What follows belongs to an exercise in optimizing a design on an open flow for small area; a production flow would make more cautious choices. RTL that was checked went through simulation tests only; none was proved equivalent to the original. For run 2, only the layout was checked, not whether the RTL still works. No activity file was given, so power comes from the tool's default toggle rates.

$ cat flow/run.sh
#!/bin/bash
# synth_recipe.tcl (not shown) runs the flow's synth.tcl, then flattens the netlist and writes it again
# the make line also repeats each setting of config.mk as NAME=value (left out here)
make -C /OpenROAD-flow-scripts/flow DESIGN_CONFIG=/design/flow/config.mk WORK_HOME=/design/flow/orfs CLKGATE_MAP_FILE= SYNTH_SCRIPT=/design/flow/synth_recipe.tcl finish
$ cat flow/config.mk
export PLATFORM = sky130hd
export DESIGN_NAME = saes_core
export DESIGN_NICKNAME = saes_core
export VERILOG_FILES = /design/flow/design.v
export SDC_FILE = /design/flow/constraint.sdc
export NUM_CORES = 4
export LEC_CHECK = 0
export CAP_MARGIN = 20
export CORE_MARGIN = 2
export CORE_UTILIZATION = 40
export SLEW_MARGIN = 20
$ cat flow/constraint.sdc
create_clock -name core_clock -period 20.0 [get_ports {clk}]
set_input_delay 4.0000 -clock core_clock [delete_from_list [all_inputs] [get_ports {clk}]]
set_output_delay 4.0000 -clock core_clock [all_outputs]
set_load 0.01 [all_outputs]
$ cat flow/design.v
module saes_sbox (
    input  wire [3:0] x,
    output reg  [3:0] y
);
    always @(*) begin
        case (x)
            4'h0: y = 4'h9; 4'h1: y = 4'h4; 4'h2: y = 4'hA; 4'h3: y = 4'hB;
            4'h4: y = 4'hD; 4'h5: y = 4'h1; 4'h6: y = 4'h8; 4'h7: y = 4'h5;
            4'h8: y = 4'h6; 4'h9: y = 4'h2; 4'hA: y = 4'h0; 4'hB: y = 4'h3;
            4'hC: y = 4'hC; 4'hD: y = 4'hE; 4'hE: y = 4'hF; default: y = 4'h7;
        endcase
    end
endmodule
module saes_rk12 (
    input  wire [15:0] key,
    output wire [15:0] rk1,
    output wire [15:0] rk2
);
    wire [7:0] w0 = key[15:8];
    wire [7:0] w1 = key[7:0];
    wire [7:0] t1, t2;
    wire [7:0] w2, w3, w4, w5;
    saes_sbox s1h (.x(w1[3:0]), .y(t1[7:4]));
    saes_sbox s1l (.x(w1[7:4]), .y(t1[3:0]));
    assign w2 = w0 ^ t1 ^ 8'h80;
    assign w3 = w1 ^ w2;
    saes_sbox s2h (.x(w3[3:0]), .y(t2[7:4]));
    saes_sbox s2l (.x(w3[7:4]), .y(t2[3:0]));
    assign w4 = w2 ^ t2 ^ 8'h30;
    assign w5 = w3 ^ w4;
    assign rk1 = {w2, w3};
    assign rk2 = {w4, w5};
endmodule
module saes_core (
    input  wire        clk,
    input  wire        rst,      
    input  wire        req,
    input  wire        we,
    input  wire [3:0]  addr,
    input  wire [15:0] wdata,
    output reg         ack,
    output wire [15:0] rdata
);
    localparam [3:0] I_DIN = 4'd0, I_K1 = 4'd1, I_IV = 4'd4, I_DOUT = 4'd5,
                     I_R1I = 4'd6, I_CHAIN = 4'd7, I_RK0 = 4'd8;
    localparam [3:0] OP_GMUL = 4'h1, OP_SUBN = 4'h2, OP_ISUBN = 4'h3, OP_SHROW = 4'h4,
                     OP_MIXC = 4'h5, OP_IMIXC = 4'h6, OP_KEXP = 4'h7, OP_ENC = 4'h8,
                     OP_DEC  = 4'h9, OP_CBCI = 4'hA, OP_CBCE = 4'hB, OP_CBCD = 4'hC;
    localparam [3:0] S_IDLE = 4'd0, S_CLR = 4'd1, S_LD = 4'd2, S_LX = 4'd3,
                     S_SWAIT = 4'd4, S_SRUN = 4'd5, S_XC = 4'd6, S_W1 = 4'd7,
                     S_LD2 = 4'd8, S_W2 = 4'd9;
    localparam [2:0] F_S = 3'd0, F_Z = 3'd1, F_SB = 3'd2, F_MC = 3'd3, F_IMC = 3'd4;
    localparam [3:0] X_0 = 4'd0, X_P = 4'd1, X_RK1 = 4'd2, X_RK2 = 4'd3, X_SRP = 4'd4,
                     X_GM = 4'd5, X_WD = 4'd6, X_CMD = 4'd7, X_ST = 4'd8;
    reg  [143:0] ring;
    wire [15:0]  P = ring[143:128];
    reg  [3:0]   ph;
    reg  [15:0]  S;
    reg  [7:0]   cmd_code;
    reg          cv, eany;
    reg          kv;        
    reg  [1:0]   ecode;
    reg  [3:0]   st;
    reg  [5:0]   tc;
    reg  [1:0]   stg;
    reg          wl;
    assign rdata = S;
    wire [3:0] opc = cmd_code[7:4];
    wire [1:0] vv  = cmd_code[3:2];
    wire [3:0] sn3, sn2, sn1, sn0;
    saes_sbox u_s3 (.x(S[15:12]), .y(sn3));
    saes_sbox u_s2 (.x(S[11:8]),  .y(sn2));
    saes_sbox u_s1 (.x(S[7:4]),   .y(sn1));
    saes_sbox u_s0 (.x(S[3:0]),   .y(sn0));
    wire [15:0] sb_s = {sn3, sn2, sn0, sn1};            
    function [3:0] mul4(input [3:0] v);
        mul4 = {v[1], v[0] ^ v[3], v[3] ^ v[2], v[2]};
    endfunction
    function [3:0] mul9(input [3:0] m);
        mul9 = {m[0], m[3], m[2], m[1] ^ m[0]};
    endfunction
    wire [15:0] mc_s = {S[15:12] ^ mul4(S[7:4]), S[11:8] ^ mul4(S[3:0]),
                        mul4(S[15:12]) ^ S[7:4], mul4(S[11:8]) ^ S[3:0]};
    wire [15:0] imc_s = {mul9(mc_s[15:12]), mul9(mc_s[11:8]), mul9(mc_s[7:4]), mul9(mc_s[3:0])};
    wire [15:0] rk1_p, rk2_p;
    saes_rk12 u_rk (.key(P), .rk1(rk1_p), .rk2(rk2_p));
    reg [2:0]  fsel;
    reg [3:0]  xsel;
    reg        pw;
    reg [15:0] fv, xv;
    wire gm_bit = P[3'd7 - {1'b0, tc[4:3]}];
    always @(*) begin
        case (fsel)
            F_S:     fv = S;
            F_Z:     fv = 16'h0000;
            F_SB:    fv = sb_s;
            F_MC:    fv = mc_s;
            default: fv = imc_s;
        endcase
        case (xsel)
            X_P:     xv = P;
            X_RK1:   xv = rk1_p;
            X_RK2:   xv = rk2_p;
            X_SRP:   xv = {P[15:8], P[3:0], P[7:4]};
            X_GM:    xv = {12'h000, P[3:0] & {4{gm_bit}}};
            X_WD:    xv = wdata;
            X_CMD:   xv = {8'h00, cmd_code};
            X_ST:    xv = {12'h000, eany, ecode, cv};
            default: xv = 16'h0000;
        endcase
    end
    wire [15:0] port_in = pw ? S : P;
    wire [7:0] code = wdata[7:0];
    reg legal;
    always @(*) begin
        legal = 1'b0;
        if (code[1:0] == 2'b00) begin
            case (code[7:4])
                4'h0, 4'h1, 4'h2, 4'h3, 4'h4, 4'h5, 4'h6, 4'h7, 4'hA:
                    legal = (code[3:2] == 2'b00);
                4'h8, 4'h9, 4'hB, 4'hC:
                    legal = (code[3:2] != 2'b11);
                default:
                    legal = 1'b0;
            endcase
        end
    end
    wire needs_chain = (code[7:4] == OP_CBCE) || (code[7:4] == OP_CBCD);
    reg [3:0] aid;         
    always @(*) begin
        case (addr)
            4'h7:    aid = I_DOUT;
            4'h8:    aid = I_R1I;
            4'h9:    aid = I_CHAIN;
            4'hA, 4'hB, 4'hC: aid = I_RK0;
            default: aid = addr;
        endcase
    end
    wire a_ring = (addr <= 4'h4) || ((addr >= 4'h7) && (addr <= 4'hC));
    wire       enc_t = (opc == OP_ENC) || (opc == OP_CBCE);
    wire [1:0] kidx  = enc_t ? (stg + 2'd1) : (vv + 2'd1 - stg);
    wire       mid3  = (vv == 2'd2) && (stg == 2'd1);
    wire       dstg  = enc_t ? mid3 : !mid3;
    wire       prim  = (opc <= OP_IMIXC);
    wire [3:0] swid  = prim ? I_DIN : {2'b00, kidx};
    reg [3:0] st_n;
    reg [5:0] tc_n;
    reg [1:0] stg_n;
    reg       ack_n, wl_n;
    reg       sdone;
    task stage_op;
        begin
            sdone = 1'b0;
            if (prim) begin
                case (opc)
                    OP_GMUL: begin
                        if (tc == 6'd0 || tc == 6'd9 || tc == 6'd18 || tc == 6'd27) begin
                            fsel = (tc == 6'd0) ? F_Z : F_S;
                            xsel = X_GM;
                        end else if (tc == 6'd1 || tc == 6'd2 || tc == 6'd10 || tc == 6'd11 ||
                                     tc == 6'd19 || tc == 6'd20)
                            fsel = F_MC;
                        sdone = (tc == 6'd27);
                    end
                    OP_SUBN: begin
                        if (tc == 6'd0) begin fsel = F_Z; xsel = X_SRP; end
                        else fsel = F_SB;
                        sdone = (tc == 6'd1);
                    end
                    OP_ISUBN: begin
                        if (tc == 6'd0) begin fsel = F_Z; xsel = X_SRP; end
                        else fsel = F_SB;
                        sdone = (tc == 6'd27);
                    end
                    OP_SHROW: begin
                        fsel = F_Z; xsel = X_SRP;
                        sdone = 1'b1;
                    end
                    OP_MIXC: begin
                        if (tc == 6'd0) begin fsel = F_Z; xsel = X_P; end
                        else fsel = F_MC;
                        sdone = (tc == 6'd1);
                    end
                    default: begin  
                        if (tc == 6'd0) begin fsel = F_Z; xsel = X_P; end
                        else fsel = F_IMC;
                        sdone = (tc == 6'd1);
                    end
                endcase
            end else if (!dstg) begin
                case (tc)
                    6'd0:  xsel = X_P;
                    6'd1:  fsel = F_SB;
                    6'd9:  begin fsel = F_MC; xsel = X_RK1; end
                    6'd18: begin fsel = F_SB; xsel = X_RK2; end
                    default: ;
                endcase
                sdone = (tc == 6'd18);
                if (opc == OP_ENC && vv == 2'd0 && ph == I_R1I && tc > 6'd9 && tc < 6'd18)
                    pw = 1'b1;
            end else begin
                if (tc == 6'd0) xsel = X_RK2;
                else if (tc <= 6'd27) begin
                    fsel = F_SB;
                    if (tc == 6'd27) xsel = X_RK1;
                end else if (tc == 6'd28) fsel = F_IMC;
                else if (tc >= 6'd37) begin
                    fsel = F_SB;
                    if (tc == 6'd63) xsel = X_P;
                end
                sdone = (tc == 6'd63);
            end
        end
    endtask
    task stage_next;
        begin
            tc_n = tc + 6'd1;
            st_n = S_SRUN;
            if (sdone) begin
                tc_n = 6'd0;
                if (prim) st_n = S_W1;
                else if (stg == vv) st_n = (opc == OP_CBCD) ? S_XC : S_W1;
                else begin
                    stg_n = stg + 2'd1;
                    st_n  = S_SWAIT;
                end
            end
        end
    endtask
    always @(*) begin
        fsel  = F_S;
        xsel  = X_0;
        pw    = 1'b0;
        st_n  = st;
        tc_n  = tc;
        stg_n = stg;
        ack_n = 1'b0;
        wl_n  = wl;
        sdone = 1'b0;
        case (st)
            S_IDLE: begin
                if (req && !ack) begin
                    if (we) begin
                        if (addr <= 4'h4) begin
                            if (!wl) begin
                                fsel = F_Z; xsel = X_WD; wl_n = 1'b1;
                            end else if (ph == aid) begin
                                pw = 1'b1; ack_n = 1'b1; wl_n = 1'b0;
                            end
                        end else begin
                            ack_n = 1'b1;
                            if (addr == 4'h5 && legal && !(needs_chain && !cv)) begin
                                tc_n  = 6'd0;
                                stg_n = 2'd0;
                                case (code[7:4])
                                    4'h0:    st_n = S_IDLE;
                                    4'h1, 4'h2, 4'h3, 4'h4, 4'h5, 4'h6:
                                             st_n = S_SWAIT;
                                    default: st_n = S_LD;
                                endcase
                            end
                        end
                    end else begin
                        if (a_ring) begin
                            if (ph == aid) begin
                                fsel = F_Z; ack_n = 1'b1;
                                xsel = (addr == 4'hB) ? (kv ? X_RK1 : X_0) :
                                       (addr == 4'hC) ? (kv ? X_RK2 : X_0) : X_P;
                            end
                        end else begin
                            fsel = F_Z; ack_n = 1'b1;
                            xsel = (addr == 4'h5) ? X_CMD : (addr == 4'h6) ? X_ST : X_0;
                        end
                    end
                end
            end
            S_CLR: begin
                pw = 1'b1;
                if (ph == 4'd8) st_n = S_IDLE;
            end
            S_LD: begin
                if (ph == ((opc == OP_KEXP) ? I_K1 : (opc == OP_CBCI) ? I_IV : I_DIN)) begin
                    fsel = F_Z; xsel = X_P;
                    if (opc == OP_KEXP || opc == OP_CBCI) st_n = S_W1;
                    else if (opc == OP_CBCE) st_n = S_LX;
                    else st_n = S_SWAIT;
                end
            end
            S_LX: begin
                if (ph == I_CHAIN) begin
                    xsel = X_P; st_n = S_SWAIT;
                end
            end
            S_SWAIT: begin
                if (ph == swid) begin
                    stage_op;
                    stage_next;
                end
            end
            S_SRUN: begin
                stage_op;
                stage_next;
            end
            S_XC: begin
                if (ph == I_CHAIN) begin
                    xsel = X_P; st_n = S_W1;
                end
            end
            S_W1: begin
                if (ph == ((opc == OP_KEXP) ? I_RK0 : (opc == OP_CBCI) ? I_CHAIN : I_DOUT)) begin
                    pw = 1'b1;
                    st_n = (opc == OP_CBCE) ? S_W2 : (opc == OP_CBCD) ? S_LD2 : S_IDLE;
                end
            end
            S_LD2: begin
                if (ph == I_DIN) begin
                    fsel = F_Z; xsel = X_P; st_n = S_W2;
                end
            end
            S_W2: begin
                if (ph == I_CHAIN) begin
                    pw = 1'b1; st_n = S_IDLE;
                end
            end
            default: st_n = S_IDLE;
        endcase
        if (rst) begin
            fsel = F_Z; xsel = X_0;
        end
    end
    always @(posedge clk) begin
        ring <= {ring[127:0], port_in};
        S    <= fv ^ xv;
        tc   <= tc_n;
        stg  <= stg_n;
        if (rst) begin
            ph       <= 4'd0;
            st       <= S_CLR;
            ack      <= 1'b0;
            wl       <= 1'b0;
            cmd_code <= 8'h00;
            cv       <= 1'b0;
            kv       <= 1'b0;
            ecode    <= 2'b00;
            eany     <= 1'b0;
        end else begin
            ph  <= (ph == 4'd8) ? 4'd0 : ph + 4'd1;
            st  <= st_n;
            ack <= ack_n;
            wl  <= wl_n;
            if (st == S_IDLE && req && !ack && we && addr == 4'h5) begin
                cmd_code <= code;
                if (!legal) begin
                    ecode <= 2'b01;
                    eany  <= 1'b1;
                end else if (needs_chain && !cv) begin
                    ecode <= 2'b10;
                    eany  <= 1'b1;
                end else begin
                    ecode <= 2'b00;
                    if (code[7:4] == OP_CBCI) cv <= 1'b1;
                    if (code[7:4] == OP_KEXP) kv <= 1'b1;
                end
            end
        end
    end
endmodule
==> results of run 1 <==
[power breakdown]
part / switching, mW / leakage (nW) / internal [mW]
Combinational: 0.0935 / 2.62 / 0.0691
Clock: 0.181 / 0.349 / 0.241
Sequential: 0.0251 / 1.75 / 0.461
[how the worst min path moves through the flow]
stage          slack [ns]        end  startpoint  depth (start not counted)
6_report             0.32  ring[109]    ring[93]                          0
5_1_grt              0.33   ring[71]    ring[55]                          0
4_1_cts              0.32   ring[71]    ring[55]                          0
3_5_place_dp         0.31   ring[71]    ring[55]                          0
3_3_place_gp         0.31   ring[77]    ring[61]                          0
2_1_floorplan        0.31  ring[100]    ring[84]                          0
[final cells by class]
type | count | area, µm² | area share [%]
flip-flops and latches | 215 | 4380 | 35.5
clock buffers | 24 | 579 | 4.69
clock inverters | 16 | 178 | 1.44
well taps | 341 | 427 | 3.45
multi-input cells | 815 | 6110 | 49.5
repair buffers | 47 | 453 | 3.66
inverters | 61 | 229 | 1.85
[flip-flops by register name (all words and copies together) (netlist names)]
| register | flops |
|---|---|
| S | 16 |
| ack | 1 |
| cmd_code | 8 |
| cv | 1 |
| eany | 1 |
| ecode | 2 |
| kv | 1 |
| ph | 4 |
| ring | 144 |
| sn0 | 4 |
| sn1 | 4 |
| sn2 | 4 |
| sn3 | 4 |
| st | 4 |
| stg | 2 |
| tc | 6 |
| u_rk.s1h.y | 4 |
| u_rk.s1l.y | 4 |
| wl | 1 |
[through the flow]
stage	utilization, %	total power [mW]	cell area (µm²)
after detailed placement	43.1	0.654	11600
after global placement	43.1	0.653	11600
final	45.9	1.07	12400
after global routing	45.9	1.12	12400
after floorplan	-	0.604	11000
after CTS	45.9	1.08	12400
[metal layers]
| layer | global-route usage [%] | wire length (µm) | part of all wire [%] | vias to the layer above |
|---|---|---|---|---|
| met1 | 28.3 | 13500 | 47 | 4230 |
| met2 | 30.4 | 12400 | 44 | 307 |
| met4 | 6.24 | 841 | 3.0 | 0 |
| met3 | 2.79 | 1680 | 5.9 | 50 |
| li1 | - | - | - | 4201 |
| met5 | 0 | 0 | 0 | - |
[worst register-to-register path, delay by kind of cell, from the launching register on]
family,cells,cell delay (ns)
flops,1,0.93
xor+xnor,1,0.42
compound gates,5,1.52
mux,1,0.44
simple gates,3,1.35
fa+ha+maj,1,0.30
buf+inv,2,0.21
[cell families (layout without fill, tap and decap cells)]
kind of cell	Yosys count	after routing	synth area share, %
AND/OR/NAND/NOR	342	342	16.9
multiplexers	72	72	7.78
flip-flops	215	215	39.8
buffers and inverters	125	148	4.66
XOR/XNOR	71	71	6.08
AO/OA/AOI/OAI	268	268	17.7
adder cells (fa/ha/maj)	62	62	7.03
[cells in the final DEF, fill, tap and decap left out, types with 8 or more instances in the layout]
master	n
clkdlybuf4s50_1	40
nor2_1	74
nor4b_1	11
o211ai_1	12
mux2_2	36
and2_1	11
a31oi_1	21
nand2b_1	18
or3_1	11
ha_1	61
a21oi_1	38
nor3_1	25
a211oi_1	18
and3_1	8
nand3_1	28
inv_1	60
nor2b_1	15
nand2_1	77
clkbuf_16	23
xor2_1	28
edfxtp_1	8
xnor2_1	39
mux2i_1	27
o21ai_0	44
dfxtp_1	207
o31ai_1	10
a22oi_1	9
==> notes.md, run 1 <==
Run status - complete, no violations
# rows - 60
Post-Route WL - 28.5 mm
Largest net degree at the start of global routing - 30
Setup Viol. Count Final - 0
Slack of the critical path - 11.47 ns
Initial DRC Count - 674
Non-Filler Instances - 1519
CP peak stage delay - 0.80 ns
Fmax - 0.117 GHz
Placer congestion estimate - 0.917
Syn_nets - 1240
Final hold slack - 0.319 ns
Worst VDD drop - 0.101 mV
CP required - 20.40 ns
Fillers - 2528
Drt wl/cell - 18.7 µm
Clock transition at the registers of the reported paths - 0.06 ns
Root Buffer - clkbuf_16
MaxCap Viol Count - 0
Final hold vios - 0
Most frequent cell after synthesis - dfxtp_1
First-pass DRT Iterations - 6
Yosys top cell area share - 37.7%
Cells after synthesis - 1155
Total core area - 27000 µm²
Vias in the first global route - 8144
Slew margin rel. - 31.9%
Power density over the cells - 86.6 nW/µm²
Reg2Reg Capture Point - sn1[0]
CP endpoint - sn1[0]
DP Wirelength - 20.6 mm
Worst reg-to-reg path cell count - 13
CP arrival - 8.93 ns
Top cell type by total area after synthesis - dfxtp_1
Slowest cell on crit path - clkdlybuf4s50_1
Initial antenna violation count - 1
Total GRT Usage - 19.7%
Layout cells sized above 1 - 10.4%
Pre-CTS WS - 11.03 ns
CP top delay family - compound AO/OA/AOI/OAI gates
CTS Buf Count - 23
Buf/Inv on CP - 3
Placed cells - 1479
Fraction of registers with async set/reset - 0%
Unique masters post-synth - 95
Synth warn - 2
Main synth FF type - dfxtp_1
CP Cell Sequence - clkdlybuf4s50_1 -> o21ai_0 -> nand3_1 -> a211oi_1 -> a2111oi_2 -> nand3_1 -> and2_1 -> a211o_1 -> a22oi_1 -> xor2_1 -> inv_1 -> ha_1 -> inv_1 -> mux4_2
Final #Nets - 1248
Vias per cell - 5.79
Endpoint class of the critical path - flop
Crit-path max FO - 17
Crit Path Class - in2reg
Hold buffer count at cts - 0
Sequential share of the synthesized area - 39.8%
Total I/O pin count - 41
Syn avg cell area - 9.53 µm²
Number of H-tree levels - 1
CTS tree - built
I/O Buffers - 40
Type of origin of the critical path - input pin
Initial core utilization - 40.8%
Clock latency (worst-skew pair) - 0.53 ns
Post-cts sizing count - 0
Reg2reg start - cmd_code[6]
FF+latch count, synth - 215
# Post-CTS Setup Buffers - 0
Post-Route Setup TNS - 0 ns
R2r setup slk - 14.70 ns
Final clock skew - 0.0175 ns
Origin of the worst setup path - addr[2]
DRT antenna net count - 0
Synth area leaders - dfxtp_1 (38%), ha_1 (6.9%), mux2_2 (3.7%)
Final Critical Period - 8.53 ns
Maximum root-to-sink buffer count - 3
Via count - 8788
Die Width - 170 µm
DRC Markers - 0
Area grow syn2layout - 12.4%
Slew at the pin closest to its max-slew limit - 1.02 ns
Critical path depth - 14
Ratio of final minimum period to clock period - 42.7%
GR Overflow Total - 0
# diodes - 0
Die footprint - 28900 µm²
Hold WC Path Type - reg2reg
Post-synth top cells - dfxtp_1 (207), nand2_1 (77), nor2_1 (74), ha_1 (61), inv_1 (60)
Leak - 4.72 nW
Max Transition Viols Final - 0
Global-route wire length before repair - 45.4 mm
Clk sinks - 215
Post-synth EDFFs - 8
RSZ-0062 raised after global routing - no
Die H - 170 µm
Mapped Area - 11000 µm²
==> inputs of run 2 (changes only) <==
--- a/flow/design.v
+++ b/flow/design.v
@@ -1,15 +1,12 @@
 module saes_sbox (
     input  wire [3:0] x,
-    output reg  [3:0] y
+    output wire [3:0] y
 );
-    always @(*) begin
-        case (x)
-            4'h0: y = 4'h9; 4'h1: y = 4'h4; 4'h2: y = 4'hA; 4'h3: y = 4'hB;
-            4'h4: y = 4'hD; 4'h5: y = 4'h1; 4'h6: y = 4'h8; 4'h7: y = 4'h5;
-            4'h8: y = 4'h6; 4'h9: y = 4'h2; 4'hA: y = 4'h0; 4'hB: y = 4'h3;
-            4'hC: y = 4'hC; 4'hD: y = 4'hE; 4'hE: y = 4'hF; default: y = 4'h7;
-        endcase
-    end
+    assign y[0] = (~x[3] & x[2] & ~x[1]) | (~x[3] & ~x[1] & ~x[0]) | (x[3] & x[2] & x[1]) | (x[1] & x[0]);
+    assign y[1] = (~x[3] & ~x[2] & x[1]) | (x[3] & ~x[2] & ~x[1]) | (x[3] & x[2] & x[1]) | (x[3] & x[0]);
+    assign y[2] = (~x[3] & ~x[2] & ~x[1] & x[0]) | (x[3] & x[2]) | (x[3] & ~x[1] & ~x[0]) |
+                  (x[2] & ~x[1] & ~x[0]) | (x[2] & x[1] & x[0]);
+    assign y[3] = (~x[3] & ~x[2] & x[1]) | (~x[3] & ~x[0]) | (x[3] & x[2] & ~x[1]) | (x[2] & ~x[0]);
 endmodule
 module saes_rk12 (
     input  wire [15:0] key,
--- a/flow/config.mk
+++ b/flow/config.mk
@@ -5,7 +5,11 @@
 export SDC_FILE = /design/flow/constraint.sdc
 export NUM_CORES = 4
 export LEC_CHECK = 0
+export ABC_AREA = 1
 export CAP_MARGIN = 20
 export CORE_MARGIN = 2
 export CORE_UTILIZATION = 40
+export CTS_BUF_LIST = sky130_fd_sc_hd__clkbuf_4 sky130_fd_sc_hd__clkbuf_8
+export CTS_CLUSTER_DIAMETER = 100
+export CTS_CLUSTER_SIZE = 30
 export SLEW_MARGIN = 20
==> run 2 against run 1 <==
Against the previous run: still clean; routed wire length fell by 5.6%; total power fell by 30%; cell count rose by 14%; critical path type unchanged; largest power group unchanged.
==> notes.md, run 2 <==
Placed cells - 1693
Crit-path max FO - 21
Number of H-tree levels - 4
DRT antenna net count - 0
Reg power frac - 53.1%
Placer congestion estimate - 0.947
Clk sinks - 191
Seq. cell area - 3900 µm²
Hold WC Path Type - reg2reg
Largest net degree at the start of global routing - 33
Top flop regs - ring: 144 flops, S: 16 flops, cmd_code: 8 flops
Max reg flops - 144
Drt wl/cell - 15.6 µm
Most frequent cells in the layout - nand2_1 (399), dfxtp_1 (183), inv_1 (153)
Final Critical Period - 6.62 ns
MaxCap Viol Count - 0
First-pass DRT Iterations - 6
Most frequent cell after synthesis - nand2_1
Cells after synthesis - 1356
Total I/O pin count - 41
Clock latency (worst-skew pair) - 0.48 ns
# Post-CTS Setup Buffers - 0
Main synth FF type - dfxtp_1
CTS Buf Count - 17
# rows - 56
Die footprint - 25200 µm²
Post-Route WL - 26.9 mm
Commonest non-fill, non-tap cell in the layout - nand2_1
Total core area - 23500 µm²
GR Overflow Total - 0
Sequential share of the synthesized area - 40.7%
Die Width - 159 µm
Area grow syn2layout - 11.9%
Hold buffer count at cts - 0
Via count - 8866
Post-Route Setup TNS - 0 ns
Crit Path Class - in2reg
Setup Viol. Count Final - 0
CP arrival - 6.99 ns
Multi-input logic area - 4950 µm²
Pre-CTS WS - 12.92 ns
Final #Nets - 1451
Total GRT Usage - 21.2%
I/O Buffers - 40
Non-Filler Instances - 1725
Type of origin of the critical path - input pin
Die H - 159 µm
Initial antenna violation count - 0
Final hold vios - 0
Initial DRC Count - 734
Post-synth EDFFs - 8
Yosys top cell area share - 38.2%
Vias per cell - 5.14
Maximum root-to-sink buffer count - 2
Mapped Area - 9590 µm²
Run status - complete, no violations
Max Transition Viols Final - 0
Worst VDD drop - 0.0452 mV
Ratio of final minimum period to clock period - 33.1%
Clock transition at the registers of the reported paths - 0.11 ns
DP Wirelength - 20.4 mm
RSZ-0062 raised after global routing - no
Endpoint class of the critical path - flop
Slack of the critical path - 13.38 ns
Post-cts sizing count - 0
# diodes - 0
Vias in the first global route - 7993
Synth area leaders - dfxtp_1 (38%), nand2_1 (16%), nand3_1 (6.7%)
Fraction of registers with async set/reset - 0%
Switch Pwr - 0.234 mW
Unique masters post-synth - 47
Layout cells sized above 1 - 6.19%
Global-route wire length before repair - 42.4 mm
Synth warn - 1
Syn_nets - 1414
Power density over the cells - 70.2 nW/µm²
Switch share - 31.0%
Comb pwr share - 11.2%
Slew margin rel. - 52.2%
CTS tree - built
CP required - 20.37 ns
FF+latch count, synth - 191
Clock share of power - 35.7%
Final clock skew - 0.0194 ns
Power Internal - 0.520 mW
DRC Markers - 0
Top cell type by total area after synthesis - dfxtp_1
Leak - 4.80 nW
Syn avg cell area - 7.07 µm²
Post-synth top cells - nand2_1 (399), dfxtp_1 (183), inv_1 (153), nand3_1 (128), nor2_1 (109)
Root Buffer - clkbuf_8
Slew at the pin closest to its max-slew limit - 0.714 ns
Initial core utilization - 40.9%
Largest Register - ring
Fillers - 2420
Fmax - 0.151 GHz
[run 2: worst paths after layout]
path               start        to  slack, ns  cells past startpoint
max reg2reg  cmd_code[6]      S[8]      16.71                     15
min             ring[71]  ring[87]       0.33                      0
max                  rst     S[13]      13.38                     13
min reg2reg     ring[71]  ring[87]       0.33                      0
[run 2: per-layer routing]
metal	wire (µm)	vias up	track usage [%]	part of all wire, %
met4	641	0	7.17	2.4
met5	0	-	0	0
met2	11200	327	31.3	42
met3	1810	43	4.52	6.7
met1	13200	4029	30.7	49
li1	-	4467	-	-
[run 2: kinds of logic (layout without fill, tap and decap cells)]
kind of cell               count (synthesis)  after routing  share of synthesized area [%]
and+or+nand+nor                          732            732                           33.3
buffers and inverters                    192            242                           7.75
DFF                                      191            191                           40.7
AOI/OAI and AO/OA                        175            175                           10.3
adders and majority gates                 34             34                           4.44
xor gates and xnor gates                  32             32                           3.43
[run 2: cell type report]
| type | instances | area share [%] |
|---|---|---|
| Clock buffer | 17 | 2.18 |
| Clock inverter | 15 | 1.89 |
| Inverter | 169 | 5.91 |
| Multi-Input combinational cell | 973 | 46.1 |
| Sequential cell | 191 | 36.4 |
| Tap cell | 319 | 3.72 |
| Timing Repair Buffer | 41 | 3.80 |
[run 2: worst max-delay path: stages]
cell             delay [ns]
clkdlybuf4s50_1        0.67
inv_1                  0.64
o21ai_0                0.27
nor2_1                 0.15
nand4_1                0.13
nor2_2                 0.22
inv_2                  0.08
nor2_4                 0.34
nand2_1                0.10
o211ai_1               0.11
nor2_1                 0.07
o21ai_1                0.14
nand2_1                0.05
[run 2: power by group through the flow]
stage	Combinational [mW]	Clock (mW)	Sequential [mW]
2_1_floorplan	0.0592	0	0.405
3_3_place_gp	0.0823	0	0.409
3_5_place_dp	0.0820	0	0.409
4_1_cts	0.0825	0.278	0.400
5_1_grt	0.0938	0.291	0.402
6_report	0.0844	0.269	0.400
[run 2: stage by stage]
stage	hold WS, ns	cell area (µm²)	util [%]	power, mW
after floorplan	0.310	9590	-	0.464
after global placement	0.310	10300	43.9	0.491
after detailed placement	0.312	10300	43.9	0.491
after CTS	0.329	10700	45.7	0.761
after global routing	0.330	10700	45.7	0.786
final	0.327	10700	45.7	0.754

what the ideal ports hide:
No port has a modelled driver above. Below, the same layouts with a new extraction and two added sets of constraints.
Step 1 assumes that a clkbuf_16 drives the clock port and a buf_2 every other input.
Step 2 also shifts input and output timing later by t, the mid clock arrival at the registers, as if the neighbouring blocks saw the same clock.
a / b / c = no drivers / after step 1 / after step 2; a / b = the first two.
run	shift t [ns]	slack for setup (ns)	latest minus earliest clock arrival (ns)	slew at the worst register clock pin (ns)	pins driven straight from the clock port
run 1	0.569	11.467 / 11.487 / 10.918	0.017 / 0.018	0.06 / 0.06	1
run 2	0.520	13.381 / 13.387 / 12.867	0.019 / 0.019	0.12 / 0.12	1
After both steps setup and hold are still met in every run listed. For run 1, which loses most, drivers alone change the setup slack by +0.020 ns; drivers and shift together by -0.549 ns.
